This design comes from an exercise in tuning for small area, a short achievable clock period and few clock cycles per item on the open sky130 flow, not from production work. RTL that was checked went through simulation tests only; none was proved equivalent to the original. The clock port is modelled as an ideal driver, which makes a skipped or thinned clock tree look cheaper than it is; a real chip needs a root buffer or a tree. Power figures rest on the tool's default switching activity, not on a simulated workload.

==> flow/design.v (excerpt) <==
module glyph_rounder (
    input  wire       clk,
    input  wire       rst,         
    input  wire       in_valid,
    output wire       in_ready,
    input  wire [7:0] in_data,
    output wire       out_valid,
    input  wire       out_ready,
    output wire [7:0] out_data
);
For scale: about 110 flip-flops, about 22 I/O pins, roughly 4800 um2 of cells after synthesis.
==> flow/config.mk <==
export PLATFORM = sky130hd
export DESIGN_NAME = glyph_rounder
export DESIGN_NICKNAME = glyph_rounder
export VERILOG_FILES = /design/flow/design.v
export SDC_FILE = /design/flow/constraint.sdc
export NUM_CORES = 4
export LEC_CHECK = 0
export ABC_CLOCK_PERIOD_IN_PS = 2500
export CAP_MARGIN = 20
export CORE_MARGIN = 2
export CORE_UTILIZATION = 40
export PLACE_DENSITY = 0.6
export SLEW_MARGIN = 20
==> flow/constraint.sdc <==
create_clock -name core_clock -period 8.0 [get_ports {clk}]
set_input_delay 1.6000 -clock core_clock [delete_from_list [all_inputs] [get_ports {clk}]]
set_output_delay 1.6000 -clock core_clock [all_outputs]
set_load 0.01 [all_outputs]
run.sh (not shown) runs the stock make flow with config.mk's settings and CLKGATE_MAP_FILE= SYNTH_SCRIPT=/design/flow/synth_recipe.tcl, a recipe that flattens the netlist after the stock synthesis.
Rerun with:
- ABC_CLOCK_PERIOD_IN_PS: 2500 -> default
The changed run passed the timing, DRC and antenna checks.
Via count does not change.
Fmax stays the same.
Final cell count stays the same.
Power does not change.
Worst setup slack is unchanged.
Wire length is unchanged.
Clock skew stays the same.
Global-route usage is unchanged.
Synthesized cell count does not change.
Critical path depth is unchanged.
Die area stays the same.
No functional check of the RTL was part of any run of this note.

Another version of the RTL of glyph_rounder (not shown whole).
Size: roughly 120 flip-flops, roughly 22 I/O pins.
export LEC_CHECK = 0
export ABC_AREA = 1
export CAP_MARGIN = 20
export CORE_MARGIN = 2
export CORE_UTILIZATION = 40
export PLACE_DENSITY = 0.6
export SETUP_SLACK_MARGIN = 5.0
export SLEW_MARGIN = 20
export SYNTH_HIERARCHICAL = 1
export SYNTH_MINIMUM_KEEP_SIZE = 0
create_clock -name core_clock -period 8.0 [get_ports {clk}]
standard.sh (not shown) runs the stock make flow with config.mk's settings and CLKGATE_MAP_FILE= SYNTH_SCRIPT=/design/flow/synth_recipe.tcl, a recipe that flattens the netlist after the stock synthesis.
==> flow/flow/run.sh <==
#!/bin/bash
# Standard ORFS layout (the standard.sh) with these changes:
#  - synthesis maps with flow/abc_area.script, an area-only ABC script
#    (ORFS's own, with ABC_AREA 1, also buffers and sizes for delay; the
#    layout's repair_timing does that here).  Only that file differs from
#    ORFS's scripts folder, which is copied for the synthesis step;
#  - port buffers of sky130_fd_sc_hd__buf_2,
#  - a tighter repair_timing target (SETUP_SLACK_MARGIN),
#  - the clock tree built by flow/mcts.tcl: the clock port drives four
#    clkbuf_16, each driving the clock pins of one quarter of the registers.
# Each make run's output goes to its own log (flow_synth.log,
# flow_make.log); each ORFS step keeps its own log under orfs/logs/.
set -euo pipefail
here=$(pwd)
rm -rf "$here/scripts_area"
cp -r "$FLOW_HOME/scripts" "$here/scripts_area"
cp "$here/flow/abc_area.script" "$here/scripts_area/abc_area.script"
bash standard.sh synth "SCRIPTS_DIR=$here/scripts_area" > flow_synth.log 2>&1
export MCTS_K=4
export MCTS_BUF=sky130_fd_sc_hd__clkbuf_16
bash standard.sh finish \
    "BUFFER_PORTS_ARGS=-buffer_cell sky130_fd_sc_hd__buf_2" \
    SETUP_SLACK_MARGIN=5.7 \
    "PRE_CTS_TCL=$here/flow/pre_cts.tcl" \
    > flow_make.log 2>&1
==> flow/flow/abc_area.script <==
strash
ifraig
dc2
dch
map -a -B 0.9
topo
Other scripts of this flow, unchanged in this note and not shown: flow/flow/mcts.tcl, flow/flow/pre_cts.tcl
The first run finished clean.
Testbench counts at the start, summed over its fixed seeds: cycles 25,680, items 3,200.
Rerun with:
==> flow/flow/run.sh (replaced) <==
#!/bin/bash
# Standard ORFS layout (the standard.sh) with these changes:
#  - port buffers of sky130_fd_sc_hd__buf_2,
#  - a tighter repair_timing target (SETUP_SLACK_MARGIN),
#  - the clock tree built by flow/mcts.tcl: the clock port drives four
#    clkbuf_16, each driving the clock pins of one quarter of the registers.
# Make's output goes to flow_make.log; each ORFS step keeps its own log
# under orfs/logs/.
set -euo pipefail
here=$(pwd)
export MCTS_K=4
export MCTS_BUF=sky130_fd_sc_hd__clkbuf_16
bash standard.sh finish \
    "BUFFER_PORTS_ARGS=-buffer_cell sky130_fd_sc_hd__buf_2" \
    SETUP_SLACK_MARGIN=5.68 \
    "PRE_CTS_TCL=$here/flow/pre_cts.tcl" \
    > flow_make.log 2>&1
removed: flow/flow/abc_area.script
=>
- The changed run finished clean
- cell count went up by 6.6%
- sequential share of layout area went up by 1.2 points
- cell area went down by 2.4%
- sequential power went down by about 0.8%
- clock power is about the same
- die area went up by 5.2%
- core utilization went down by 3.7 points
Rerun with:
--- a/flow/flow/run.sh
+++ b/flow/flow/run.sh
@@ -2,0 +3,4 @@
+#  - synthesis maps with flow/abc_area.script, an area-only ABC script
+#    (ORFS's own, with ABC_AREA 1, also buffers and sizes for delay; the
+#    layout's repair_timing does that here).  Only that file differs from
+#    ORFS's scripts folder, which is copied for the synthesis step;
@@ -7,2 +11,2 @@
-# Make's output goes to flow_make.log; each ORFS step keeps its own log
-# under orfs/logs/.
+# Each make run's output goes to its own log (flow_synth.log,
+# flow_make.log); each ORFS step keeps its own log under orfs/logs/.
@@ -10,0 +15,4 @@
+rm -rf "$here/scripts_area"
+cp -r "$FLOW_HOME/scripts" "$here/scripts_area"
+cp "$here/flow/abc_area.script" "$here/scripts_area/abc_area.script"
+bash standard.sh synth "SCRIPTS_DIR=$here/scripts_area" > flow_synth.log 2>&1
@@ -15 +23 @@
-    SETUP_SLACK_MARGIN=5.68 \
+    SETUP_SLACK_MARGIN=5.6 \
==> flow/flow/abc_area.script (new file) <==
strash
ifraig
dc2
dch
map -a -B 0.9
topo
The new run passed the timing, DRC and antenna checks; worst setup slack is worse by 0.29 ns; sequential power came out higher by about 0.5%; cell area came out higher by 2.7%; area after synthesis came out lower by 5.1%; clock power barely changes; first-iteration DRC count came out higher by 4.2%; hold slack is better by 0.0042 ns; global-route usage came out higher by 0.38 points.
Rerun with:
==> flow/flow/run.sh (replaced) <==
#!/bin/bash
# Standard ORFS layout (the standard.sh) with these changes:
#  - port buffers of sky130_fd_sc_hd__buf_2,
#  - a tighter repair_timing target (SETUP_SLACK_MARGIN),
#  - the clock tree built by flow/mcts.tcl: the clock port drives four
#    clkbuf_16, each driving the clock pins of one quarter of the registers.
# Make's output goes to flow_make.log; each ORFS step keeps its own log
# under orfs/logs/.
set -euo pipefail
here=$(pwd)
export MCTS_K=4
export MCTS_BUF=sky130_fd_sc_hd__clkbuf_16
bash standard.sh finish \
    "BUFFER_PORTS_ARGS=-buffer_cell sky130_fd_sc_hd__buf_2" \
    SETUP_SLACK_MARGIN=5.7 \
    "PRE_CTS_TCL=$here/flow/pre_cts.tcl" \
    > flow_make.log 2>&1
Settings changed: CAP_MARGIN 20 to 5, SLEW_MARGIN 20 to 5.
removed: flow/flow/abc_area.script
Result: Sequential share of layout area went up by 1.7 points. Final area went down by 2.7%. Sequential power is about the same. Worst setup slack is better by 0.28 ns. Register-to-register slack is better by 0.44 ns.
Rerun with:
--- a/flow/flow/run.sh
+++ b/flow/flow/run.sh
@@ -15 +15 @@
-    SETUP_SLACK_MARGIN=5.7 \
+    SETUP_SLACK_MARGIN=5.68 \
Settings changed: CAP_MARGIN 5 to 20, CORE_UTILIZATION 40 to 50, PLACE_DENSITY 0.6 to 0.7, SLEW_MARGIN 5 to 20.
Result:
- worst setup slack gains 0.019 ns
- wire length climbs by a few percent
- sequential share of layout area drops by 0.22 points
- area after synthesis stays the same
- synthesized cell count does not change
- die area drops by about a fifth
- core utilization climbs by 11 points
- clock skew climbs by 0.0034 ns
Rerun with:
--- a/flow/flow/run.sh
+++ b/flow/flow/run.sh
@@ -3 +3 @@
-#  - port buffers of sky130_fd_sc_hd__buf_2,
+#  - port buffers of sky130_fd_sc_hd__buf_4,
@@ -14,2 +14,2 @@
-    "BUFFER_PORTS_ARGS=-buffer_cell sky130_fd_sc_hd__buf_2" \
-    SETUP_SLACK_MARGIN=5.68 \
+    "BUFFER_PORTS_ARGS=-buffer_cell sky130_fd_sc_hd__buf_4" \
+    SETUP_SLACK_MARGIN=5.7 \
Settings changed: CORE_UTILIZATION 50 to 40, PLACE_DENSITY 0.7 to 0.6.
Result: Area after synthesis is unchanged; power rose by 0.93%; flip-flop and latch count is unchanged; clock skew is higher by 0.0032 ns; setup slack loses 0.030 ns; global-route usage fell by 3.0 points; final area rises by 1.9%; worst hold slack hardly moves.
No run of this note takes its clock network from TritonCTS; it comes from the design's own scripts or RTL.

## what the ideal ports hide
In the flow no input, the clock included, has a driving cell. The finished layouts below were timed again as built, in two steps. Step 1 (the two cells are an assumption about what drives the block):
set clk [get_ports {clk}]
set_driving_cell -lib_cell sky130_fd_sc_hd__clkbuf_16 $clk
set_driving_cell -lib_cell sky130_fd_sc_hd__buf_2 [delete_from_list [all_inputs] $clk]
Step 2 adds t to the input delays and takes it off the output delays; t is the mean of the earliest and latest rising clock arrival at the registers after step 1. Input paths then give back, and output paths get back, about the clock's delay inside the block. Slacks: no drivers / after step 1 / after step 2; pairs: no drivers / after step 1.
| run | shift t [ns] | setup slack, ns | latest minus earliest clock arrival (ns) | worst data-port slew with drivers (ns) | cell pins on the clock port's net |
|---|---|---|---|---|---|
| the first run of note 1 | 0.388 | 4.219 / 4.234 / 3.846 | 0.008 / 0.008 | 0.03 | 1 |
| the second run of note 1 | 0.388 | 4.219 / 4.234 / 3.846 | 0.008 / 0.008 | 0.03 | 1 |
| the first run of note 2 | 0.241 | 5.446 / 5.446 / 5.446 | 0.012 / 0.012 | 0.03 | 4 |
| the second run of note 2 | 0.244 | 5.711 / 5.633 / 5.555 | 0.011 / 0.010 | 0.03 | 4 |
| the third run of note 2 | 0.244 | 5.424 / 5.424 / 5.424 | 0.017 / 0.017 | 0.03 | 4 |
| the fourth run of note 2 | 0.246 | 5.700 / 5.619 / 5.569 | 0.009 / 0.008 | 0.03 | 4 |
| the fifth run of note 2 | 0.237 | 5.718 / 5.643 / 5.548 | 0.012 / 0.012 | 0.03 | 4 |
| the sixth run of note 2 | 0.240 | 5.688 / 5.612 / 5.576 | 0.014 / 0.015 | 0.04 | 4 |
After both steps setup and hold are still met in every run listed.
